What follows belongs to an exercise in optimizing a design on an open flow for small area and a short achievable clock period; a production flow would make more cautious choices.
Function was checked by simulation only, so behaviour that the tests miss may differ from the original.
Power is estimated from default activity; no workload was simulated.

==> design/flow/run.sh <==
#!/bin/bash
# synth_recipe.tcl (not shown) runs the flow's synth.tcl, then flattens the netlist and writes it again
# the make line also repeats each setting of config.mk as NAME=value (left out here)
make -C /OpenROAD-flow-scripts/flow DESIGN_CONFIG=/design/flow/config.mk WORK_HOME=/design/flow/orfs CLKGATE_MAP_FILE= SYNTH_SCRIPT=/design/flow/synth_recipe.tcl finish
==> design/flow/config.mk <==
export PLATFORM = sky130hd
export DESIGN_NAME = plic
export DESIGN_NICKNAME = plic
export VERILOG_FILES = /design/flow/design.v
export SDC_FILE = /design/flow/constraint.sdc
export NUM_CORES = 4
export LEC_CHECK = 0
export CAP_MARGIN = 30
export CORE_MARGIN = 2
export CORE_UTILIZATION = 35
export SLEW_MARGIN = 30
==> design/flow/constraint.sdc <==
create_clock -name core_clock -period 95.0 [get_ports {clk}]
set_input_delay 19.0000 -clock core_clock [delete_from_list [all_inputs] [get_ports {clk}]]
set_output_delay 19.0000 -clock core_clock [all_outputs]
set_load 0.01 [all_outputs]
==> design/flow/design.v <==
module plic (
    input             clk,
    input             rst,           
    input             req_valid,
    input             req_write,
    input      [21:0] req_addr,      
    input      [31:0] req_wdata,
    output reg        rsp_valid,
    output reg [31:0] rsp_rdata,
    input      [63:0] irq,
    output     [1:0]  eip
);
    localparam NSRC = 64;
    reg [2:0] prio  [1:NSRC-1];
    reg [NSRC-1:1] ie0, ie1;
    reg [2:0] thr   [0:1];
    reg [NSRC-1:1] ip;
    reg [NSRC-1:1] claimed;    
    reg [NSRC-1:1] owner_ctx;  
    wire aligned   = (req_addr[1:0] == 2'b00);
    wire is_prio   = aligned && (req_addr[21:8] == 14'd0);
    wire [5:0] prio_sel = req_addr[7:2];
    wire is_ie     = aligned && (req_addr[21:8] == 14'h20) && (req_addr[6:3] == 4'd0);
    wire ie_ctx    = req_addr[7];
    wire ie_word   = req_addr[2];
    wire is_ctxreg = (req_addr[21:13] == 9'h100) && (req_addr[11:3] == 9'd0) && aligned;
    wire ctx_sel   = req_addr[12];
    wire is_thr    = is_ctxreg && (req_addr[2] == 1'b0);
    wire is_claim  = is_ctxreg && (req_addr[2] == 1'b1);
    wire do_read  = req_valid && !req_write;
    wire do_write = req_valid &&  req_write;
    reg [2:0] best_prio0, best_prio1;
    reg [5:0] best_id0,   best_id1;
    reg [NSRC-1:1] elig0, elig1;
    integer s;
    always @* begin
        best_prio0 = 3'd0; best_id0 = 6'd0;
        best_prio1 = 3'd0; best_id1 = 6'd0;
        for (s = 1; s < NSRC; s = s + 1) begin
            elig0[s] = ip[s] && ie0[s] && (prio[s] > thr[0]) && !claimed[s];
            elig1[s] = ip[s] && ie1[s] && (prio[s] > thr[1]) && !claimed[s];
            if (elig0[s] && prio[s] > best_prio0) begin
                best_prio0 = prio[s];
                best_id0   = s[5:0];
            end
            if (elig1[s] && prio[s] > best_prio1) begin
                best_prio1 = prio[s];
                best_id1   = s[5:0];
            end
        end
    end
    assign eip = {|elig1, |elig0};
    wire [5:0] claim_id = ctx_sel ? best_id1 : best_id0;
    wire       claim_go = do_read && is_claim && (claim_id != 6'd0);
    wire [31:0] cpl_id  = req_wdata;
    wire        cpl_go  = do_write && is_claim && (cpl_id != 32'd0) && (cpl_id < NSRC)
                          && claimed[cpl_id[5:0]] && (owner_ctx[cpl_id[5:0]] == ctx_sel);
    reg [31:0] rdata;
    always @* begin
        rdata = 32'd0;
        if (is_prio) begin
            if (prio_sel != 6'd0) rdata = {29'd0, prio[prio_sel]};
        end else if (is_ie) begin
            if (!ie_ctx) rdata = ie_word ? ie0[63:32] : {ie0[31:1], 1'b0};
            else         rdata = ie_word ? ie1[63:32] : {ie1[31:1], 1'b0};
        end else if (is_thr) begin
            rdata = {29'd0, thr[ctx_sel]};
        end else if (is_claim) begin
            rdata = {26'd0, claim_id};
        end
    end
    always @(posedge clk) begin
        if (rst) begin
            rsp_valid <= 1'b0;
            rsp_rdata <= 32'd0;
        end else begin
            rsp_valid <= do_read;
            if (do_read) rsp_rdata <= rdata;
        end
    end
    always @(posedge clk) begin
        if (rst) begin
            for (s = 1; s < NSRC; s = s + 1) prio[s] <= 3'd0;
            ie0 <= 0;
            ie1 <= 0;
            thr[0] <= 3'd0;
            thr[1] <= 3'd0;
        end else if (do_write) begin
            if (is_prio && prio_sel != 6'd0) prio[prio_sel] <= req_wdata[2:0];
            if (is_ie) begin
                if (!ie_ctx) begin
                    if (ie_word) ie0[63:32] <= req_wdata;
                    else         ie0[31:1]  <= req_wdata[31:1];
                end else begin
                    if (ie_word) ie1[63:32] <= req_wdata;
                    else         ie1[31:1]  <= req_wdata[31:1];
                end
            end
            if (is_thr) thr[ctx_sel] <= req_wdata[2:0];
        end
    end
    always @(posedge clk) begin
        if (rst) begin
            ip        <= 0;
            claimed   <= 0;
            owner_ctx <= 0;
        end else begin
            for (s = 1; s < NSRC; s = s + 1) begin
                if (claim_go && claim_id == s[5:0]) begin
                    ip[s]        <= 1'b0;
                    claimed[s]   <= 1'b1;
                    owner_ctx[s] <= ctx_sel;
                end else begin
                    if (irq[s] && !ip[s] && !claimed[s])
                        ip[s] <= 1'b1;
                    if (cpl_go && cpl_id[5:0] == s[5:0])
                        claimed[s] <= 1'b0;
                end
            end
        end
    end
endmodule
==> run summary <==
-- logic make-up (layout without fill, tap and decap cells) --
kind of cell,after synthesis,in the layout,share of synthesized area [%]
buffers and inverters,601,706,4.598
AO/OA/AOI/OAI,1985,1985,26.60
adder cells (fa/ha/maj),606,606,14.62
AND/OR/NAND/NOR,2439,2440,23.03
XOR/XNOR,5,5,0.08687
flip-flops,546,546,25.61
other,1,6,0.007438
multiplexers,186,186,5.447
-- worst reg2reg max path, delay by kind of cell, from the launching register on --
family          cells  cell delay (ps)
compound gates    134            26150
fa+ha+maj         116            35500
buf+inv             7             1020
flops               1              400
mux                17             6000
simple gates      144            20410
-- cell usage after synthesis, drive strengths merged, types with 154 or more instances --
cell type,count
a21o,154
nand3,185
a21oi,576
inv,311
dfxtp,348
nor2b,166
clkbuf,234
ha,521
nand2,949
o21ai,374
edfxtp,198
nor2,502
-- area by class of cell --
| cell class | instances | area, um2 | share of cell area [%] |
|---|---|---|---|
| antenna | 3 | 7.507 | 0.01317 |
| clock buffer | 90 | 1763 | 3.092 |
| clock inverter | 18 | 165.2 | 0.2897 |
| inverter | 311 | 1190 | 2.087 |
| multi-input combinational | 5225 | 35990 | 63.13 |
| sequential | 546 | 12910 | 22.65 |
| tap | 1903 | 2381 | 4.176 |
| timing repair buffer | 287 | 2605 | 4.569 |
-- timing repair --
| action | 4_1_cts | 5_1_grt |
|---|---|---|
| setup buffers | 0 | 25 |
| resized for setup | 0 | 122 |
| endpoints found under the setup margin | 0 | 195 |
-- metal layers --
layer	up-vias	wire length, um	global-route usage (%)
li1	23890	-	-
met1	25570	91360	39.26
met2	3201	95890	44.09
met3	642	26740	7.218
met4	16	15690	17.00
met5	-	117	0
-- registers in the layout, indices dropped and copies added, names as in the netlist --
name	cells
rsp_rdata	32
owner_ctx	63
ie0	63
claimed	63
ip	63
prio	192
thr	6
rsp_valid	1
ie1	63
-- stage by stage --
step                      hold WS, ps  utilization, %  setup slack (ps)
after floorplan                 431.5               -             12480
after global placement          442.1           37.77              1961
after detailed placement        448.1           37.85             429.1
after CTS                       457.8           39.20             26.65
after global routing            473.5           39.78            -199.3
final                           452.0           39.79              5489
-- power groups by stage --
| stage | clock [mW] | sequential (mW) | combinational, mW |
|---|---|---|---|
| after CTS | 0.235 | 0.262 | 0.0928 |
| after floorplan | 0 | 0.259 | 0.0606 |
| after detailed placement | 0 | 0.267 | 0.0924 |
| after global routing | 0.245 | 0.263 | 0.105 |
| final | 0.236 | 0.263 | 0.0976 |
| after global placement | 0 | 0.267 | 0.0884 |
-- layout by cell type, fill, tap and decap left out, drive strengths merged, types with 47 or more instances in the layout --
master         Yosys  routed
edfxtp           198     198
mux4              67      67
inv              311     310
nor3              96      97
nor2             502     502
nand2            949     949
ha               521     521
o31ai             47      47
clkdlybuf4s50      0     150
and3              72      72
o211ai            50      50
a21oi            576     576
or2               52      52
o21ai            374     374
and2             130     130
a21o             154     154
buf               56     136
clkbuf           234      91
nor4              64      64
a22oi             98      98
dfxtp            348     348
nand3            185     185
o21a              66      66
nand4             66      66
a311oi           115     115
mux2i             82      82
o211a             52      52
maj3              85      85
nor2b            166     166
a31oi             79      79
-- final timing paths --
kind | start | end | depth (start not counted)
setup / recovery | thr[0][2]$_SDFFCE_PN0P_ | ip[21]$_SDFFE_PP0P_ | 418
hold reg to reg | rsp_rdata[12]$_SDFFE_PP0P_ | rsp_rdata[12]$_SDFFE_PP0P_ | 2
hold / removal | rsp_rdata[12]$_SDFFE_PP0P_ | rsp_rdata[12]$_SDFFE_PP0P_ | 2
setup reg to reg | thr[0][2]$_SDFFCE_PN0P_ | ip[21]$_SDFFE_PP0P_ | 418
==> results.cfg <==
[status]
status = no timing/DRC/antenna violations

[cells_and_area]
nets = 7073
drive_above_1_share_pct = 9.341
area_growth_pct = 13.09
fillers = 14530
fin_area_mm2 = 0.05702
final_cells = 8383

[clock_network]
cts_tree = yes
cts.clk_slew.worst_paths_ps = 70
htree_levels = 2
cts-buffers-inserted = 59
root_buffer = clkbuf_16
ctsHoldBuffers = 0
clk_latency_ps = 680
cts_sinks = 546
max-clock-path-buffers = 3

[timing]
fin_crit_ps = 89510
fmax_mhz = 11.17
setup_viol = 0
tns_ps = 0
slew_violations = 0
timing.final.crit_share_pct = 94.22
tightest_slew_ps = 1114
finalClockSkew_ps = 38.39
finalHoldViolCount = 0
maxSlewHeadroom_pct = 25.58

[placed_design]
port_buffers = 155
place_hpwl_um = 178000
globalplace.congestion = 1.084
placed_cell_area_mm2 = 0.05425
dp_cells = 8246

[worst_setup_path]
critPathKind = flop to flop
r2r_setup_slack_ps = 5490
path_delay_family = adder cells
crit_slowest_cell = nor3_1
path_buf_inv = 7
path_common_cell = nor2_1
crit_fanout = 18
end_kind = flop
crit_required_ps = 95550
slowest_delay_ps = 770
setup.worst_path.start_class = flop
critPathArrivalTime_ps = 90060

[power_and_ir_drop]
leakage_nw = 22.76
p_total_mw = 0.5964
p_int_mw = 0.4147
power_density_mw_per_mm2 = 10.46
ir_worst_vdd_uv = 15.41
clkPwrFrac_pct = 39.5
power_switching_mw = 0.1817
swShare_pct = 30.46
power_frac_seq_pct = 44.1
share_comb_of_total_power_pct = 16.4

[synthesis]
synth.distinct_cells = 126
ys.warnings.count = 1
ys_ff_latch = 546
ys_seq_area_share_pct = 25.61
syn_area_mm2 = 0.05042
synth_top_area_cell = dfxtp_1
yosys-top-cells-area = dfxtp_1 (14%), ha_1 (13%), edfxtp_1 (12%)
synth_top_flop_cell = dfxtp_1
synth-edff-count = 198
async_flop_share_pct = 0
synth_top_area_share_pct = 13.82
synthCells = 6369
syn_area_per_cell_um2 = 7.916

[floorplanning]
dieWidth_um = 383.5
core_mm2 = 0.1433
die_height_um = 383.5
dieArea_mm2 = 0.1471
initial_utilization_pct = 35.18
rows = 139
io_pins = 157

[global_route]
grt_use_total_pct = 29.74
antenna_found_initial = 10
grt_pass1_wl_um = 327000
grt_start_max_net_pins = 99
first_global_vias = 48070
grt_overflow = 0

[route]
drcViolationCount = 0
avgRoutedWirePerCell_um = 27.41
final_antenna_net_count = 0
drt-vias-per-instance = 6.360
vias = 53310
dr.pass1.iters = 9
first_iter_violations = 7264
drt_wl_total_um = 229800

[worst_hold_path]
hold_class = flop to flop

[run]
drv_cap = 0

[re-timing with driven ports]
No port has a modelled driver above. Below, the same layout with a new extraction and two added sets of constraints.
Step 1 assumes that a clkbuf_16 drives the clock port and a buf_2 every other input.
Step 2, shift: input delay + t, output delay - t, t = (earliest + latest rising clock arrival at the registers) / 2. This alone moves slack from input paths to output paths.
Slacks: no drivers / after step 1 / after step 2; pairs: no drivers / after step 1.
t (ns): 0.738
slack for setup (ns): 5.489 / 5.489 / 5.489
latest minus earliest clock arrival (ns): 0.040 / 0.040
worst register clock-pin slew, ns: 0.08 / 0.08
After both steps this run still meets setup and hold. For this run, drivers alone change the setup slack by 0.000 ns; drivers and shift together by 0.000 ns.
